What follows belongs to an exercise in optimizing a design on an open flow for small area, a short achievable clock period and few clock cycles; a production flow would make more cautious choices.
Only simulation tests tie the RTL to the original design; equivalence was not proved.
Power is estimated from default activity; no workload was simulated.

==> run A <==
## prf_telemetry_mux
module prf_telemetry_mux (
    input  wire         clk,
    input  wire         rst,
    input  wire [7:0]   tick,           
    input  wire         load_valid,     
    input  wire [2:0]   load_kind,
    input  wire [31:0]  load_value,
    input  wire         req_valid,
    output reg          req_ready,
    input  wire [7:0]   req_mask,
    input  wire [143:0] req_payload,    
    output reg          out_valid,
    input  wire         out_ready,
    output reg  [31:0]  out_data,
    output reg  [2:0]   out_nbytes,
    output reg          out_last
);
Settings: LEC_CHECK=0, CAP_MARGIN=20, CORE_MARGIN=2, CORE_UTILIZATION=40, CTS_CLUSTER_DIAMETER=100, CTS_CLUSTER_SIZE=20, SETUP_SLACK_MARGIN=5, SLEW_MARGIN=20, SYNTH_HIERARCHICAL=1, SYNTH_MINIMUM_KEEP_SIZE=0; clock period 10.0 ns.
run.sh (not shown) runs the stock make flow with config.mk's settings and CLKGATE_MAP_FILE= SYNTH_SCRIPT=/design/flow/synth_recipe.tcl, a recipe that flattens the netlist after the stock synthesis.
==> run P (differences from run A) <==
--- a/flow/design.v
+++ b/flow/design.v
@@ -625,10 +625,14 @@
     reg [31:0] crc_h;
     reg        pv;            
     reg [15:0] esel;          
     reg [7:0]  sp1;           
     reg [7:0]  gk1;           
+    reg [7:0]  ew0e;          
+    reg        ew0n;          
+    reg        gq_any;        
+    reg        gq_fin;        
     localparam E00 = 0,  E01 = 1,  E10 = 2,  E11 = 3,  E20 = 4,  E21 = 5,
                E22 = 6,  E30 = 7,  E31 = 8,  E40 = 9,  E41 = 10, E50 = 11,
                E51 = 12, E60 = 13, E61 = 14, E70 = 15;
     function [15:0] f_esel(input act, input [2:0] k, input [1:0] w);
         begin
@@ -667,18 +671,16 @@
         | ({32{sp1[1]}} & {16'h0000, cnt[1][7:0], cnt[1][15:8]})
         | ({32{sp1[2]}} & {24'h000000, cnt[2][7:0]})
         | ({32{sp1[4]}} & {16'h0000, cnt[4][7:0], cnt[4][15:8]})
         | ({32{sp1[5]}} & {24'h000000, cnt[5][7:0]})
         | ({32{sp1[6]}} & {24'h000000, cnt[6][7:0]});
-    wire [7:0]  e_w0 = {esel[E70], esel[E60] | sp1[6], esel[E50] | sp1[5],
-                        esel[E40] | sp1[4], esel[E30], esel[E20] | sp1[2],
-                        esel[E10] | sp1[1], esel[E00]};
-    wire [31:0] e_base = ({32{e_w0[0]}} & f_init(3'd0)) | ({32{e_w0[1]}} & f_init(3'd1))
-                       | ({32{e_w0[2]}} & f_init(3'd2)) | ({32{e_w0[3]}} & f_init(3'd3))
-                       | ({32{e_w0[4]}} & f_init(3'd4)) | ({32{e_w0[5]}} & f_init(3'd5))
-                       | ({32{e_w0[6]}} & f_init(3'd6)) | ({32{e_w0[7]}} & f_init(3'd7))
-                       | ({32{!(|e_w0)}} & crc_s);
+    wire [7:0]  ew0q = ew0e | sp1;
+    wire [31:0] e_base = ({32{ew0q[0]}} & f_init(3'd0)) | ({32{ew0q[1]}} & f_init(3'd1))
+                       | ({32{ew0q[2]}} & f_init(3'd2)) | ({32{ew0q[3]}} & f_init(3'd3))
+                       | ({32{ew0q[4]}} & f_init(3'd4)) | ({32{ew0q[5]}} & f_init(3'd5))
+                       | ({32{ew0q[6]}} & f_init(3'd6)) | ({32{ew0q[7]}} & f_init(3'd7))
+                       | ({32{ew0n}} & crc_s);
     wire [31:0] crc_next;
     prf_crc_word u_crc (.crc_in(e_base), .data(e_word), .crc_out(crc_next));
     wire        e_wlast = (ew == f_nwl(ek));
     wire [7:0]  e_rest  = smask & f_above(ek);
     wire [3:0]  g_size  = f_size(gk);
@@ -688,14 +690,15 @@
     wire [2:0]  nk      = f_first(g_rest);
     wire [4:0]  g_nxt   = {1'b0, gp} + 5'd4;
     wire        g_inrec = (g_nxt <= {1'b0, g_szm1});          
     wire        g_end   = !g_tail && (gp == g_szm1);          
     wire        g_last  = g_tail || g_hold || (g_end && !g_more);
-    wire        g_prev  = (gp < 4'd3);                         
-    wire        g_crcfin = g_prev || g_end;                    
-    wire        g_crcany = g_prev || (!g_tail && (gp >= g_size - 4'd4));
-    wire        g_ok    = !g_crcany || h_val;
+    wire        g_crcfin = gq_fin;                             
+    wire        g_ok    = !gq_any || h_val;                    
+    wire        g_anyB  = (g_nxt >= {1'b0, g_size} - 5'd4);
+    wire        g_finB  = (g_nxt == {1'b0, g_szm1});
+    wire        g_c3    = (g_nxt < {1'b0, g_size} + 5'd3);
     wire [31:0] g_cnt   = ({32{gk1[0]}} & scnt[31:0])    | ({32{gk1[1]}} & scnt[63:32])
                         | ({32{gk1[2]}} & scnt[95:64])   | ({32{gk1[3]}} & scnt[127:96])
                         | ({32{gk1[4]}} & scnt[159:128]) | ({32{gk1[5]}} & scnt[191:160])
                         | ({32{gk1[6]}} & scnt[223:192]) | ({32{gk1[7]}} & scnt[255:224]);
     reg  [135:0] w;
@@ -804,10 +807,23 @@
         else if (gadv)
             rdy_n = g_last || (g_last1 && !e_busy);
         else
             rdy_n = g_last && !e_busy;
     end
+    function [15:0] f_es0(input [2:0] k);      
+        f_es0 = f_esel(1'b1, k, 2'd0);
+    endfunction
+    wire [15:0] es_take  = (rmask == 8'd0) ? 16'd0 : f_esel(1'b1, r_first, {1'b0, spec});
+    wire [15:0] es_done  = (|e_rest) ? f_es0(f_first(e_rest)) : 16'd0;
+    wire [15:0] es_shift = {esel[14:0] & 15'b010_1010_1011_0101, 1'b0};
+    wire [15:0] esel_n   = rst ? 16'd0 : take ? es_take : e_done ? es_done :
+                           e_step ? es_shift : esel;
+    wire [7:0]  ew0e_n   = {esel_n[E70], esel_n[E60], esel_n[E50], esel_n[E40],
+                            esel_n[E30], esel_n[E20], esel_n[E10], esel_n[E00]};
+    wire        ew0n_n   = !rst && (take ? spec : e_done ? 1'b0 : e_step ? 1'b1 : ew0n);
+    wire [7:0]  sp1_n  = (rdy_n && req_valid && !take && !rst) ?
+                         ((8'd1 << r_first) & 8'b0111_0110) : 8'd0;
     always @(posedge clk) begin
         if (req_ready) begin
             for (k = 0; k < 8; k = k + 1)
                 scnt[32*k +: 32] <= cnt[k];
             spay <= req_payload;
@@ -819,14 +835,19 @@
         ek    <= ek_n;
         ew    <= ew_n;
         if (e_step || (take && spec))
             crc_s <= crc_next;
         pv <= req_valid && !take && !rst;
-        esel <= rst ? 16'd0 : f_esel(e_act_n, ek_n, ew_n);
-        sp1  <= (rdy_n && req_valid && !take && !rst) ?
-                ((8'd1 << r_first) & 8'b0111_0110) : 8'd0;
+        esel <= esel_n;
+        sp1  <= sp1_n;
+        ew0e <= ew0e_n;
+        ew0n <= ew0n_n;
         gk1  <= 8'd1 << gk_n;
+        if (gadv)
+            {gq_any, gq_fin} <= g_last ? 2'b00 : g_inrec ? {g_anyB, g_finB} : {2{g_c3}};
+        else if (take && !g_act)
+            {gq_any, gq_fin} <= 2'b00;
         if (e_done)
             crc_h <= crc_next;
         if (advance) begin
             out_data   <= g_data;
             out_nbytes <= g_nbytes;
==> flow/flow/run.sh (new file) <==
#!/bin/bash
set -euo pipefail
bash standard.sh SETUP_SLACK_MARGIN=6.5 \
    "BUFFER_PORTS_ARGS=-buffer_cell sky130_fd_sc_hd__buf_2" finish > standard.log 2>&1
==> flow/standard.sh (new file) <==
#!/bin/bash
# synth_recipe.tcl (not shown) runs the flow's synth.tcl, then flattens the netlist and writes it again
# the make line also repeats each setting of config.mk as NAME=value (left out here)
make -C /OpenROAD-flow-scripts/flow DESIGN_CONFIG=/design/flow/config.mk WORK_HOME=/design/flow/orfs CLKGATE_MAP_FILE= SYNTH_SCRIPT=/design/flow/synth_recipe.tcl "${@:-finish}"
- CAP_MARGIN: 20 -> 10
- CORE_UTILIZATION: 40 -> 55
- SLEW_MARGIN: 20 -> 10
removed: flow/run.sh
==> run R (differences from run A) <==
--- a/flow/design.v
+++ b/flow/design.v
@@ -625,10 +625,12 @@
     reg [31:0] crc_h;
     reg        pv;            
     reg [15:0] esel;          
     reg [7:0]  sp1;           
     reg [7:0]  gk1;           
+    reg        gq_any;        
+    reg        gq_fin;        
     localparam E00 = 0,  E01 = 1,  E10 = 2,  E11 = 3,  E20 = 4,  E21 = 5,
                E22 = 6,  E30 = 7,  E31 = 8,  E40 = 9,  E41 = 10, E50 = 11,
                E51 = 12, E60 = 13, E61 = 14, E70 = 15;
     function [15:0] f_esel(input act, input [2:0] k, input [1:0] w);
         begin
@@ -688,14 +690,15 @@
     wire [2:0]  nk      = f_first(g_rest);
     wire [4:0]  g_nxt   = {1'b0, gp} + 5'd4;
     wire        g_inrec = (g_nxt <= {1'b0, g_szm1});          
     wire        g_end   = !g_tail && (gp == g_szm1);          
     wire        g_last  = g_tail || g_hold || (g_end && !g_more);
-    wire        g_prev  = (gp < 4'd3);                         
-    wire        g_crcfin = g_prev || g_end;                    
-    wire        g_crcany = g_prev || (!g_tail && (gp >= g_size - 4'd4));
-    wire        g_ok    = !g_crcany || h_val;
+    wire        g_crcfin = gq_fin;                             
+    wire        g_ok    = !gq_any || h_val;                    
+    wire        g_anyB  = (g_nxt >= {1'b0, g_size} - 5'd4);
+    wire        g_finB  = (g_nxt == {1'b0, g_szm1});
+    wire        g_c3    = (g_nxt < {1'b0, g_size} + 5'd3);
     wire [31:0] g_cnt   = ({32{gk1[0]}} & scnt[31:0])    | ({32{gk1[1]}} & scnt[63:32])
                         | ({32{gk1[2]}} & scnt[95:64])   | ({32{gk1[3]}} & scnt[127:96])
                         | ({32{gk1[4]}} & scnt[159:128]) | ({32{gk1[5]}} & scnt[191:160])
                         | ({32{gk1[6]}} & scnt[223:192]) | ({32{gk1[7]}} & scnt[255:224]);
     reg  [135:0] w;
@@ -823,10 +826,14 @@
         pv <= req_valid && !take && !rst;
         esel <= rst ? 16'd0 : f_esel(e_act_n, ek_n, ew_n);
         sp1  <= (rdy_n && req_valid && !take && !rst) ?
                 ((8'd1 << r_first) & 8'b0111_0110) : 8'd0;
         gk1  <= 8'd1 << gk_n;
+        if (gadv)
+            {gq_any, gq_fin} <= g_last ? 2'b00 : g_inrec ? {g_anyB, g_finB} : {2{g_c3}};
+        else if (take && !g_act)
+            {gq_any, gq_fin} <= 2'b00;
         if (e_done)
             crc_h <= crc_next;
         if (advance) begin
             out_data   <= g_data;
             out_nbytes <= g_nbytes;
==> flow/flow/run.sh (new file) <==
#!/bin/bash
set -euo pipefail
bash standard.sh SETUP_SLACK_MARGIN=6.5 \
    "BUFFER_PORTS_ARGS=-buffer_cell sky130_fd_sc_hd__buf_2" finish > standard.log 2>&1
==> flow/standard.sh (new file) <==
#!/bin/bash
# synth_recipe.tcl (not shown) runs the flow's synth.tcl, then flattens the netlist and writes it again
# the make line also repeats each setting of config.mk as NAME=value (left out here)
make -C /OpenROAD-flow-scripts/flow DESIGN_CONFIG=/design/flow/config.mk WORK_HOME=/design/flow/orfs CLKGATE_MAP_FILE= SYNTH_SCRIPT=/design/flow/synth_recipe.tcl "${@:-finish}"
removed: flow/run.sh
==> run H (differences from run A) <==
--- a/flow/design.v
+++ b/flow/design.v
@@ -625,10 +625,14 @@
     reg [31:0] crc_h;
     reg        pv;            
     reg [15:0] esel;          
     reg [7:0]  sp1;           
     reg [7:0]  gk1;           
+    reg [7:0]  ew0e;          
+    reg        ew0n;          
+    reg        gq_any;        
+    reg        gq_fin;        
     localparam E00 = 0,  E01 = 1,  E10 = 2,  E11 = 3,  E20 = 4,  E21 = 5,
                E22 = 6,  E30 = 7,  E31 = 8,  E40 = 9,  E41 = 10, E50 = 11,
                E51 = 12, E60 = 13, E61 = 14, E70 = 15;
     function [15:0] f_esel(input act, input [2:0] k, input [1:0] w);
         begin
@@ -667,18 +671,16 @@
         | ({32{sp1[1]}} & {16'h0000, cnt[1][7:0], cnt[1][15:8]})
         | ({32{sp1[2]}} & {24'h000000, cnt[2][7:0]})
         | ({32{sp1[4]}} & {16'h0000, cnt[4][7:0], cnt[4][15:8]})
         | ({32{sp1[5]}} & {24'h000000, cnt[5][7:0]})
         | ({32{sp1[6]}} & {24'h000000, cnt[6][7:0]});
-    wire [7:0]  e_w0 = {esel[E70], esel[E60] | sp1[6], esel[E50] | sp1[5],
-                        esel[E40] | sp1[4], esel[E30], esel[E20] | sp1[2],
-                        esel[E10] | sp1[1], esel[E00]};
-    wire [31:0] e_base = ({32{e_w0[0]}} & f_init(3'd0)) | ({32{e_w0[1]}} & f_init(3'd1))
-                       | ({32{e_w0[2]}} & f_init(3'd2)) | ({32{e_w0[3]}} & f_init(3'd3))
-                       | ({32{e_w0[4]}} & f_init(3'd4)) | ({32{e_w0[5]}} & f_init(3'd5))
-                       | ({32{e_w0[6]}} & f_init(3'd6)) | ({32{e_w0[7]}} & f_init(3'd7))
-                       | ({32{!(|e_w0)}} & crc_s);
+    wire [7:0]  ew0q = ew0e | sp1;
+    wire [31:0] e_base = ({32{ew0q[0]}} & f_init(3'd0)) | ({32{ew0q[1]}} & f_init(3'd1))
+                       | ({32{ew0q[2]}} & f_init(3'd2)) | ({32{ew0q[3]}} & f_init(3'd3))
+                       | ({32{ew0q[4]}} & f_init(3'd4)) | ({32{ew0q[5]}} & f_init(3'd5))
+                       | ({32{ew0q[6]}} & f_init(3'd6)) | ({32{ew0q[7]}} & f_init(3'd7))
+                       | ({32{ew0n}} & crc_s);
     wire [31:0] crc_next;
     prf_crc_word u_crc (.crc_in(e_base), .data(e_word), .crc_out(crc_next));
     wire        e_wlast = (ew == f_nwl(ek));
     wire [7:0]  e_rest  = smask & f_above(ek);
     wire [3:0]  g_size  = f_size(gk);
@@ -688,14 +690,15 @@
     wire [2:0]  nk      = f_first(g_rest);
     wire [4:0]  g_nxt   = {1'b0, gp} + 5'd4;
     wire        g_inrec = (g_nxt <= {1'b0, g_szm1});          
     wire        g_end   = !g_tail && (gp == g_szm1);          
     wire        g_last  = g_tail || g_hold || (g_end && !g_more);
-    wire        g_prev  = (gp < 4'd3);                         
-    wire        g_crcfin = g_prev || g_end;                    
-    wire        g_crcany = g_prev || (!g_tail && (gp >= g_size - 4'd4));
-    wire        g_ok    = !g_crcany || h_val;
+    wire        g_crcfin = gq_fin;                             
+    wire        g_ok    = !gq_any || h_val;                    
+    wire        g_anyB  = (g_nxt >= {1'b0, g_size} - 5'd4);
+    wire        g_finB  = (g_nxt == {1'b0, g_szm1});
+    wire        g_c3    = (g_nxt < {1'b0, g_size} + 5'd3);
     wire [31:0] g_cnt   = ({32{gk1[0]}} & scnt[31:0])    | ({32{gk1[1]}} & scnt[63:32])
                         | ({32{gk1[2]}} & scnt[95:64])   | ({32{gk1[3]}} & scnt[127:96])
                         | ({32{gk1[4]}} & scnt[159:128]) | ({32{gk1[5]}} & scnt[191:160])
                         | ({32{gk1[6]}} & scnt[223:192]) | ({32{gk1[7]}} & scnt[255:224]);
     reg  [135:0] w;
@@ -804,10 +807,23 @@
         else if (gadv)
             rdy_n = g_last || (g_last1 && !e_busy);
         else
             rdy_n = g_last && !e_busy;
     end
+    function [15:0] f_es0(input [2:0] k);      
+        f_es0 = f_esel(1'b1, k, 2'd0);
+    endfunction
+    wire [15:0] es_take  = (rmask == 8'd0) ? 16'd0 : f_esel(1'b1, r_first, {1'b0, spec});
+    wire [15:0] es_done  = (|e_rest) ? f_es0(f_first(e_rest)) : 16'd0;
+    wire [15:0] es_shift = {esel[14:0] & 15'b010_1010_1011_0101, 1'b0};
+    wire [15:0] esel_n   = rst ? 16'd0 : take ? es_take : e_done ? es_done :
+                           e_step ? es_shift : esel;
+    wire [7:0]  ew0e_n   = {esel_n[E70], esel_n[E60], esel_n[E50], esel_n[E40],
+                            esel_n[E30], esel_n[E20], esel_n[E10], esel_n[E00]};
+    wire        ew0n_n   = !rst && (take ? spec : e_done ? 1'b0 : e_step ? 1'b1 : ew0n);
+    wire [7:0]  sp1_n  = (rdy_n && req_valid && !take && !rst) ?
+                         ((8'd1 << r_first) & 8'b0111_0110) : 8'd0;
     always @(posedge clk) begin
         if (req_ready) begin
             for (k = 0; k < 8; k = k + 1)
                 scnt[32*k +: 32] <= cnt[k];
             spay <= req_payload;
@@ -819,14 +835,19 @@
         ek    <= ek_n;
         ew    <= ew_n;
         if (e_step || (take && spec))
             crc_s <= crc_next;
         pv <= req_valid && !take && !rst;
-        esel <= rst ? 16'd0 : f_esel(e_act_n, ek_n, ew_n);
-        sp1  <= (rdy_n && req_valid && !take && !rst) ?
-                ((8'd1 << r_first) & 8'b0111_0110) : 8'd0;
+        esel <= esel_n;
+        sp1  <= sp1_n;
+        ew0e <= ew0e_n;
+        ew0n <= ew0n_n;
         gk1  <= 8'd1 << gk_n;
+        if (gadv)
+            {gq_any, gq_fin} <= g_last ? 2'b00 : g_inrec ? {g_anyB, g_finB} : {2{g_c3}};
+        else if (take && !g_act)
+            {gq_any, gq_fin} <= 2'b00;
         if (e_done)
             crc_h <= crc_next;
         if (advance) begin
             out_data   <= g_data;
             out_nbytes <= g_nbytes;
==> flow/flow/run.sh (new file) <==
#!/bin/bash
set -euo pipefail
bash standard.sh SETUP_SLACK_MARGIN=6.5 \
    "BUFFER_PORTS_ARGS=-buffer_cell sky130_fd_sc_hd__buf_2" finish > standard.log 2>&1
==> flow/standard.sh (new file) <==
#!/bin/bash
# synth_recipe.tcl (not shown) runs the flow's synth.tcl, then flattens the netlist and writes it again
# the make line also repeats each setting of config.mk as NAME=value (left out here)
make -C /OpenROAD-flow-scripts/flow DESIGN_CONFIG=/design/flow/config.mk WORK_HOME=/design/flow/orfs CLKGATE_MAP_FILE= SYNTH_SCRIPT=/design/flow/synth_recipe.tcl "${@:-finish}"
removed: flow/run.sh
==> qor summary <==
item                                                                                      run R                run A                  run P                 run H
Result of the run                                              no timing/DRC/antenna violations  no timing/DRC/antenna violations  no timing/DRC/antenna violations  no timing/DRC/antenna violations
Fill cell instance count of the final layout                                              9,863                9,858                  6,091                 9,879
Crit path launch                                                             esel[1]$_SDFF_PP0_  esel[15]$_SDFF_PP0_  esel[14]$_SDFFE_PP0P_  esel[3]$_SDFFE_PP0P_
Area added between synthesis and finish                                                   15.9%                11.7%                  13.8%                 14.2%
Clock edge transition at the registers on the reported setup and hold paths             0.09 ns              0.10 ns                0.09 ns               0.10 ns
Flip-flop and latch power                                                               5.65 mW              5.74 mW                4.76 mW               4.74 mW
HPWL after detailed placement                                                            145 mm               142 mm                 150 mm                147 mm
Register share of the cell area                                                           0.429                0.449                  0.439                 0.438
Final cell count without fillers                                                          5,659                5,534                  5,312                 5,656
Number of unique standard cell types used by synthesis                                       98                   92                    100                   100
# Post-CTS Setup Buffers                                                                     62                    0                     41                    23
Power density over the cells                                                         369 mW/mm²           358 mW/mm²             244 mW/mm²            238 mW/mm²
Lkg Pwr                                                                                 17.5 nW              16.1 nW                17.6 nW               17.5 nW
Clock group share of total power                                                          0.123                0.130                  0.186                 0.190
Number of placed cells counting well taps                                                 5,437                5,440                  5,119                 5,481
Clock latency of the later-clocked register in the worst-skew pair                      0.70 ns              0.70 ns                0.69 ns               0.71 ns
Hold WS                                                                                0.462 ns             0.459 ns               0.442 ns              0.446 ns
WP depth                                                                                     10                   13                     12                    12
Flip-flop and latch area                                                             0.0215 mm²           0.0214 mm²             0.0215 mm²            0.0215 mm²
Layout clock area frac                                                                   0.0314               0.0314                 0.0318                0.0311
Maximum vdd ir drop                                                                    0.490 mV             0.403 mV               0.153 mV              0.183 mV
Leading cell category by total area                                           multi-input gates            registers              registers             registers
Testbench counts of run A, summed over its fixed seeds: cycles 31,956.
Testbench counts of run P, summed over its fixed seeds: cycles 31,956.
Testbench counts of run R, summed over its fixed seeds: cycles 31,956.
Testbench counts of run H, summed over its fixed seeds: cycles 31,956.

[port drivers added, routing unchanged]
The results above use ideal ports. As a check the final layouts listed here were re-extracted and re-timed, cells and wires unchanged.
Step 1 sets driving cells, clkbuf_16 on the clock port and buf_2 on the other inputs (assumed; they add their load-dependent delay and slew).
Step 2 also shifts input and output timing later by t, the mid clock arrival at the registers, as if the neighbouring blocks saw the same clock.
Three values: ideal ports, drivers, drivers and shift; two values: the first two.
| run | t (ns) | setup WS [ns] | worst hold slack (ns) | worst setup path after step 2 |
|---|---|---|---|---|
| run A | 0.750 | 5.141 / 5.141 / 4.517 | 0.459 / 0.459 / 0.459 | input to register |
| run P | 0.735 | 6.179 / 6.179 / 5.834 | 0.442 / 0.442 / 0.442 | input to register |
| run R | 0.752 | 6.406 / 6.406 / 5.692 | 0.462 / 0.462 / 0.462 | input to register |
| run H | 0.764 | 6.380 / 6.380 / 5.839 | 0.446 / 0.446 / 0.446 | input to register |
After both steps every run listed still meets setup and hold. For run R, which loses most, drivers alone change the setup slack by 0.000 ns; drivers and shift together by -0.714 ns.
